Context: an optimization exercise on an open-source flow, tuned for small area, a short achievable clock period and few clock cycles per item. The choices shown serve that exercise and are no tape-out recipe. RTL that was checked went through simulation tests only; none was proved equivalent to the original. Power figures rest on the tool's default switching activity, not on a simulated workload.

==> flow/design.v <==
module lcsa_encoder (
    input  wire        clk,
    input  wire        rst,           
    input  wire        start,
    input  wire [31:0] len,           
    input  wire [31:0] spb,           
    input  wire [31:0] bits,          
    output wire        busy,
    output wire        s_valid,
    input  wire        s_ready,
    output wire [12:0] s_index,
    output wire [9:0]  s_trits,       
    output wire [63:0] s_time,
    output wire        s_last,
    output wire        done,
    output wire        done_err,
    output wire [2:0]  done_code,
    output wire [3:0]  done_cause,
    output wire [13:0] done_n,
    output wire [7:0]  done_half
);
    reg         busy_r, done_r, sv_r, last_r;
    reg         err_r;
    reg         cap_r;               
    reg         sec_r;               
    reg  [13:0] e_r;                 
    reg         tb_r, tnb_r, tf_r, tfnb_r, tman_r, tami_r;    
    reg         th_r, tm_r;          
    reg  [3:0]  tl_r;                
    reg  [51:0] tfrac_r;
    reg  [8:0]  s_r;                 
    reg         s_one;               
    reg  [31:0] bsh;                 
    reg  [8:0]  j_r;                 
    reg         lj_r;                
    reg  [4:0]  i_r;                 
    reg  [4:0]  lrem;                
    reg         pol_r;               
    reg         f_r;                 
    reg         xf_r;
    reg  [6:0]  w_r;                 
    reg  [7:0]  vn_r;                
    reg  [2:0]  xc_r;                
    reg         run_r;               
    reg         prm_r;               
    reg  [4:0]  dcnt;
    reg  [53:0] aq;
    reg         c_r;
    reg  [7:0]  ar;
    reg  [53:0] dq;
    reg  [7:0]  dr;
    reg  [8:0]  sd_r;                
    reg  [9:0]  s3_r;                
    reg  [4:0]  xa;                  
    wire accept  = start && !busy_r;
    wire len_le0 = len[31] || (len == 32'd0);
    wire spb_le0 = spb[31] || (spb == 32'd0);
    wire len_big = (len[30:6] != 25'd0) || (len[5] && (len[4:0] != 5'd0));
    wire spb_big = (spb[30:9] != 22'd0) || (spb[8] && (spb[7:0] != 8'd0));
    wire chk_err = len_le0 || spb_le0 || len_big || spb_big;
    wire chk_cap = !len_le0 && !spb_le0;
    wire chk_sec = chk_cap ? !len_big : !len_le0;
    wire [8:0] s_div = {s_r[8:2], s_r[1] | s_one, s_r[0] & !s_one};
    wire [8:0] sm1   = s_r - 9'd1;                
    reg [7:0] r_init;                             
    reg [3:0] p_len;                              
    integer k;
    always @(*) begin
        r_init = 8'd1;
        p_len  = 4'd0;
        for (k = 0; k < 8; k = k + 1)
            if (sm1[k]) begin
                r_init = 8'd1 << k;
                p_len  = k[3:0] + 4'd1;
            end
    end
    wire [10:0] t4   = {1'b0, dr, 2'b00};
    wire [10:0] df1  = t4 - {2'b0, sd_r};
    wire [10:0] df2  = t4 - {1'b0, sd_r, 1'b0};
    wire [10:0] df3  = t4 - {1'b0, s3_r};
    wire [1:0]  dqb  = !df3[10] ? 2'd3 : !df2[10] ? 2'd2 : !df1[10] ? 2'd1 : 2'd0;
    wire [7:0]  dr_d = !df3[10] ? df3[7:0] : !df2[10] ? df2[7:0] : !df1[10] ? df1[7:0] : t4[7:0];
    function [54:0] add55;
        input [54:0] a;
        input [54:0] b;
        input        cin;
        reg   [54:0] g, p, gg, pp;
        integer l, i, j;
        begin
            g  = a & b;
            p  = a ^ b;
            gg = g;
            pp = p;
            gg[0] = g[0] | (p[0] & cin);
            for (l = 0; l < 6; l = l + 1)
                for (i = 0; i < 55; i = i + 1)
                    if ((i >> l) & 1) begin
                        j = ((i >> l) << l) - 1;
                        gg[i] = gg[i] | (pp[i] & gg[j]);
                        pp[i] = pp[i] & pp[j];
                    end
            add55 = p ^ {gg[53:0], cin};
        end
    endfunction
    wire [54:0] qs    = add55({1'b0, aq}, {1'b0, dq}, c_r);
    wire        xo    = xf_r;
    wire [9:0]  nsx   = ~{1'b0, s_r};
    wire [9:0]  cs1s  = {2'b0, ar} ^ {2'b0, dr} ^ nsx;
    wire [9:0]  cs1c  = ({2'b0, ar} & {2'b0, dr}) | (({2'b0, ar} | {2'b0, dr}) & nsx);
    wire [9:0]  cs2s  = {2'b0, ar} ^ {2'b0, dr} ^ {1'b0, s_r};
    wire [9:0]  cs2c  = ({2'b0, ar} & {2'b0, dr}) | (({2'b0, ar} | {2'b0, dr}) & {1'b0, s_r});
    wire [8:0]  rn0   = {1'b0, ar} + {1'b0, dr};         
    wire [9:0]  rn1   = cs1s + {cs1c[8:0], 1'b1};        
    wire        rc    = !rn1[9];                         
    wire [9:0]  rn0s  = cs2s + {cs2c[8:0], 1'b0};        
    wire [7:0]  ar_n  = rc ? rn1[7:0] : rn0[7:0];
    wire [7:0]  ar_h  = !qs[0] ? rn0[8:1] : rc ? rn1[8:1] : rn0s[8:1];
    wire [9:0]  dr_h  = dq[0] ? ({1'b0, s_r} + {2'd0, dr}) : {2'd0, dr};
    wire [52:0] mrnd  = aq[53:1] + {52'd0, aq[0] | c_r};
    wire        wrap   = lj_r;
    wire [8:0]  j_inc  = j_r + 9'd1;
    wire [8:0]  j_n    = wrap ? 9'd0 : j_inc;
    wire [4:0]  i_n    = wrap ? i_r + 5'd1 : i_r;
    wire [31:0] bsh_n  = wrap ? {1'b0, bsh[31:1]} : bsh;
    wire [4:0]  lrem_n = wrap ? lrem - 5'd1 : lrem;
    wire        pol_n  = (wrap && bsh[0]) ? !pol_r : pol_r;
    wire        f_n    = wrap ? (s_r[8:1] != 8'd0) : (f_r && (j_inc[7:0] != s_r[8:1]));
    wire        lj_n   = wrap ? s_one : (j_inc == sm1);
    wire        x0s    = xf_r && !wrap && (i_r == 5'd0);
    wire [6:0]  w_n    = x0s ? {w_r[5:0], vn_r[6]} : w_r;
    wire [2:0]  xc_n   = x0s ? xc_r - 3'd1 : xc_r;
    wire        xf_n   = lj_n ? ((i_n & (i_n + 5'd1)) == 5'd0)
                              : ((i_n == 5'd0) && (xc_n != 3'd0) && (j_n == {2'd0, w_n}));
    wire mv    = sv_r && s_ready;
    wire ld    = run_r && !last_r && (!sv_r || s_ready);
    wire acc   = ld || prm_r;                
    always @(posedge clk) begin
        if (rst) begin
            busy_r <= 1'b0;
            sv_r   <= 1'b0;
            done_r <= 1'b0;
        end else if (!busy_r) begin
            done_r <= accept && chk_err;
            busy_r <= accept && !chk_err;
            sv_r   <= accept && !chk_err;
        end else begin
            done_r <= mv && last_r;
            busy_r <= !(mv && last_r);
            if (ld)
                sv_r <= 1'b1;
            else if (mv)
                sv_r <= 1'b0;
        end
    end
    always @(posedge clk) begin
        if (accept) begin
            err_r <= chk_err;
            cap_r <= chk_cap;
            sec_r <= chk_sec;
        end
    end
    always @(posedge clk) begin
        if (!busy_r) begin
            e_r     <= 14'd0;
            tb_r    <= bits[0];
            tnb_r   <= !bits[0];
            tf_r    <= (spb[8:1] != 8'd0);
            tfnb_r  <= (spb[8:1] != 8'd0) && !bits[0];
            tman_r  <= !(bits[0] ^ (spb[8:1] != 8'd0));
            tami_r  <= 1'b0;
            last_r  <= (len[5:0] == 6'd1) && (spb[8:0] == 9'd1);
            th_r    <= 1'b0;
            tm_r    <= 1'b0;
            tl_r    <= 4'd0;
            tfrac_r <= 52'd0;
            s_r     <= spb[8:0];
            s_one   <= (spb[8:0] == 9'd1);
            bsh     <= bits;
            j_r     <= 9'd0;
            lj_r    <= (spb[8:0] == 9'd1);
            i_r     <= 5'd0;
            lrem    <= len[4:0] - 5'd1;
            pol_r   <= 1'b0;
            f_r     <= (spb[8:1] != 8'd0);
            xf_r    <= 1'b0;
        end else begin
            if (mv)
                e_r <= e_r + 14'd1;
            if (ld) begin
                tb_r    <= bsh[0];
                tnb_r   <= !bsh[0];
                tf_r    <= f_r;
                tfnb_r  <= f_r && !bsh[0];
                tman_r  <= !(bsh[0] ^ f_r);
                tami_r  <= bsh[0] && pol_r;
                last_r  <= lj_r && (lrem == 5'd0);
                th_r    <= xa[4];
                tm_r    <= !xa[4];
                tl_r    <= xa[3:0];
                tfrac_r <= mrnd[51:0];
            end
            if (acc) begin
                bsh     <= bsh_n;
                j_r     <= j_n;
                lj_r    <= lj_n;
                i_r     <= i_n;
                lrem    <= lrem_n;
                pol_r   <= pol_n;
                f_r     <= f_n;
                xf_r    <= xf_n;
            end
        end
    end
    always @(posedge clk) begin
        if (!busy_r) begin
            run_r <= 1'b0;
            prm_r <= 1'b0;
            dcnt  <= 5'd28;
            aq    <= 54'd0;
            c_r   <= 1'b0;
            ar    <= 8'd0;
        end else begin
            prm_r <= 1'b0;
            if (!run_r && !prm_r) begin
                dcnt <= dcnt - 5'd1;
                if (dcnt == 5'd28) begin
                    dr   <= r_init;
                    sd_r <= s_div;
                    s3_r <= {1'b0, s_div} + {s_div, 1'b0};
                    xa   <= 5'd15 - {1'b0, p_len};
                    vn_r <= sm1[7:0];
                    w_r  <= 7'd1;
                    xc_r <= (p_len == 4'd0) ? 3'd0 : p_len[2:0] - 3'd1;
                end else begin
                    dq <= {dq[51:0], dqb};
                    dr <= dr_d;
                    if (!vn_r[7])
                        vn_r <= {vn_r[6:0], 1'b0};
                end
                if (dcnt == 5'd1)
                    prm_r <= 1'b1;
            end
            if (prm_r)
                run_r <= 1'b1;
            if (acc) begin
                w_r  <= w_n;
                xc_r <= xc_n;
                if (x0s)
                    vn_r <= {vn_r[7], vn_r[5:0], 1'b0};
                if (xo) begin
                    aq  <= qs[54:1];
                    c_r <= qs[0] && rc;
                    ar  <= ar_h;
                    dq  <= {1'b0, dq[53:1]};
                    dr  <= dr_h[8:1];
                    xa  <= xa + 5'd1;
                end else begin
                    aq  <= qs[53:0];
                    c_r <= rc;
                    ar  <= ar_n;
                end
            end
        end
    end
    assign busy       = busy_r;
    assign s_valid    = sv_r;
    assign s_index    = e_r[12:0];
    assign s_trits    = {tami_r, tb_r, tman_r, 1'b1, tfnb_r, tf_r, tnb_r, 1'b1, 1'b0, tb_r};
    assign s_time     = {1'b0, th_r, {6{tm_r}}, tl_r, tfrac_r};
    assign s_last     = last_r;
    assign done       = done_r;
    assign done_err   = err_r;
    assign done_code  = {cap_r, 1'b0, !cap_r};
    assign done_cause = {1'b0, cap_r, sec_r, !sec_r};
    assign done_n     = e_r;
    assign done_half  = s_r[8:1];
endmodule
clock: 10.0 ns
lec_check: 0
abc_clock_period_in_ps: 3000
cap_margin: 20
core_margin: 2
core_utilization: 60
slew_margin: 20
standard.sh (not shown) runs the stock make flow with config.mk's settings and CLKGATE_MAP_FILE= SYNTH_SCRIPT=/design/flow/synth_recipe.tcl, a recipe that flattens the netlist after the stock synthesis.
==> flow/flow/run.sh <==
#!/bin/bash
set -o pipefail
export SETUP_SLACK_MARGIN=6
export BUFFER_PORTS_ARGS="-buffer_cell sky130_fd_sc_hd__buf_2"
bash standard.sh > standard.log 2>&1
The first run completed without violations.
Then changed:
--- a/flow/design.v
+++ b/flow/design.v
@@ -43,14 +43,12 @@
     reg  [2:0]  xc_r;                
     reg         run_r;               
     reg         prm_r;               
-    reg  [4:0]  dcnt;
+    reg  [5:0]  dcnt;
     reg  [53:0] aq;
     reg         c_r;
     reg  [7:0]  ar;
     reg  [53:0] dq;
     reg  [7:0]  dr;
-    reg  [8:0]  sd_r;                
-    reg  [9:0]  s3_r;                
     reg  [4:0]  xa;                  
     wire accept  = start && !busy_r;
     wire len_le0 = len[31] || (len == 32'd0);
@@ -74,12 +72,16 @@
                 p_len  = k[3:0] + 4'd1;
             end
     end
-    wire [10:0] t4   = {1'b0, dr, 2'b00};
-    wire [10:0] df1  = t4 - {2'b0, sd_r};
-    wire [10:0] df2  = t4 - {1'b0, sd_r, 1'b0};
-    wire [10:0] df3  = t4 - {1'b0, s3_r};
-    wire [1:0]  dqb  = !df3[10] ? 2'd3 : !df2[10] ? 2'd2 : !df1[10] ? 2'd1 : 2'd0;
-    wire [7:0]  dr_d = !df3[10] ? df3[7:0] : !df2[10] ? df2[7:0] : !df1[10] ? df1[7:0] : t4[7:0];
+    function [8:0] dstep;                         
+        input [7:0] r;
+        input [8:0] s;
+        reg   [9:0] d;
+        begin
+            d     = {1'b0, r, 1'b0} - {1'b0, s};
+            dstep = d[9] ? {1'b0, r[6:0], 1'b0} : {1'b1, d[7:0]};
+        end
+    endfunction
+    wire [8:0] st1 = dstep(dr, s_div);
     function [54:0] add55;
         input [54:0] a;
         input [54:0] b;
@@ -215,29 +217,27 @@
         if (!busy_r) begin
             run_r <= 1'b0;
             prm_r <= 1'b0;
-            dcnt  <= 5'd28;
+            dcnt  <= 6'd55;
             aq    <= 54'd0;
             c_r   <= 1'b0;
             ar    <= 8'd0;
         end else begin
             prm_r <= 1'b0;
             if (!run_r && !prm_r) begin
-                dcnt <= dcnt - 5'd1;
-                if (dcnt == 5'd28) begin
+                dcnt <= dcnt - 6'd1;
+                if (dcnt == 6'd55) begin
                     dr   <= r_init;
-                    sd_r <= s_div;
-                    s3_r <= {1'b0, s_div} + {s_div, 1'b0};
                     xa   <= 5'd15 - {1'b0, p_len};
                     vn_r <= sm1[7:0];
                     w_r  <= 7'd1;
                     xc_r <= (p_len == 4'd0) ? 3'd0 : p_len[2:0] - 3'd1;
                 end else begin
-                    dq <= {dq[51:0], dqb};
-                    dr <= dr_d;
+                    dq <= {dq[52:0], st1[8]};
+                    dr <= st1[7:0];
                     if (!vn_r[7])
                         vn_r <= {vn_r[6:0], 1'b0};
                 end
-                if (dcnt == 5'd1)
+                if (dcnt == 6'd1)
                     prm_r <= 1'b1;
             end
             if (prm_r)
After rerunning: Via count fell by roughly a tenth. Worst hold slack improved by 0.0033 ns. Register-to-register slack gains 0.10 ns. Utilization came out lower by 0.11 points. Flip-flop and latch count shrinks by 17. Global-route usage goes down by 1.1 points. Cell area went down by a few percent. Cell count fell by a few percent. Power went down by a few percent. Synthesized area went down by a little under a tenth. Synthesized cell count goes down by a little under a tenth.
Testbench counts after the change, summed over its fixed seeds: cycles 60,342, samples 57,598.
No functional check of the RTL was part of the first run of this note.

afterwards: timing with drivers on the ports:
The flow's constraints put no driver on any port. The routed layouts listed below were extracted and timed again, unchanged, in two steps.
Step 1: set_driving_cell puts a clkbuf_16 on clk and a buf_2 on each other input, an assumption about the parent block.
Step 2 adds t to the input delays and takes it off the output delays; t is the mean of the earliest and latest rising clock arrival at the registers after step 1. Input paths then give back, and output paths get back, about the clock's delay inside the block.
a / b / c = ideal ports / drivers / drivers and shift; a / b = the first two.
run	shift t [ns]	setup slack, ns	worst hold slack (ns)	worst register clock-pin slew, ns
the first run	0.589	6.113 / 6.138 / 5.548	0.453 / 0.453 / 0.453	0.06 / 0.06
the second run	0.573	6.147 / 6.170 / 5.597	0.457 / 0.457 / 0.457	0.06 / 0.06
After both steps every run listed still meets setup and hold. The setup slack of the first run, which loses most, moves by +0.025 ns with the drivers and by -0.565 ns with both steps.
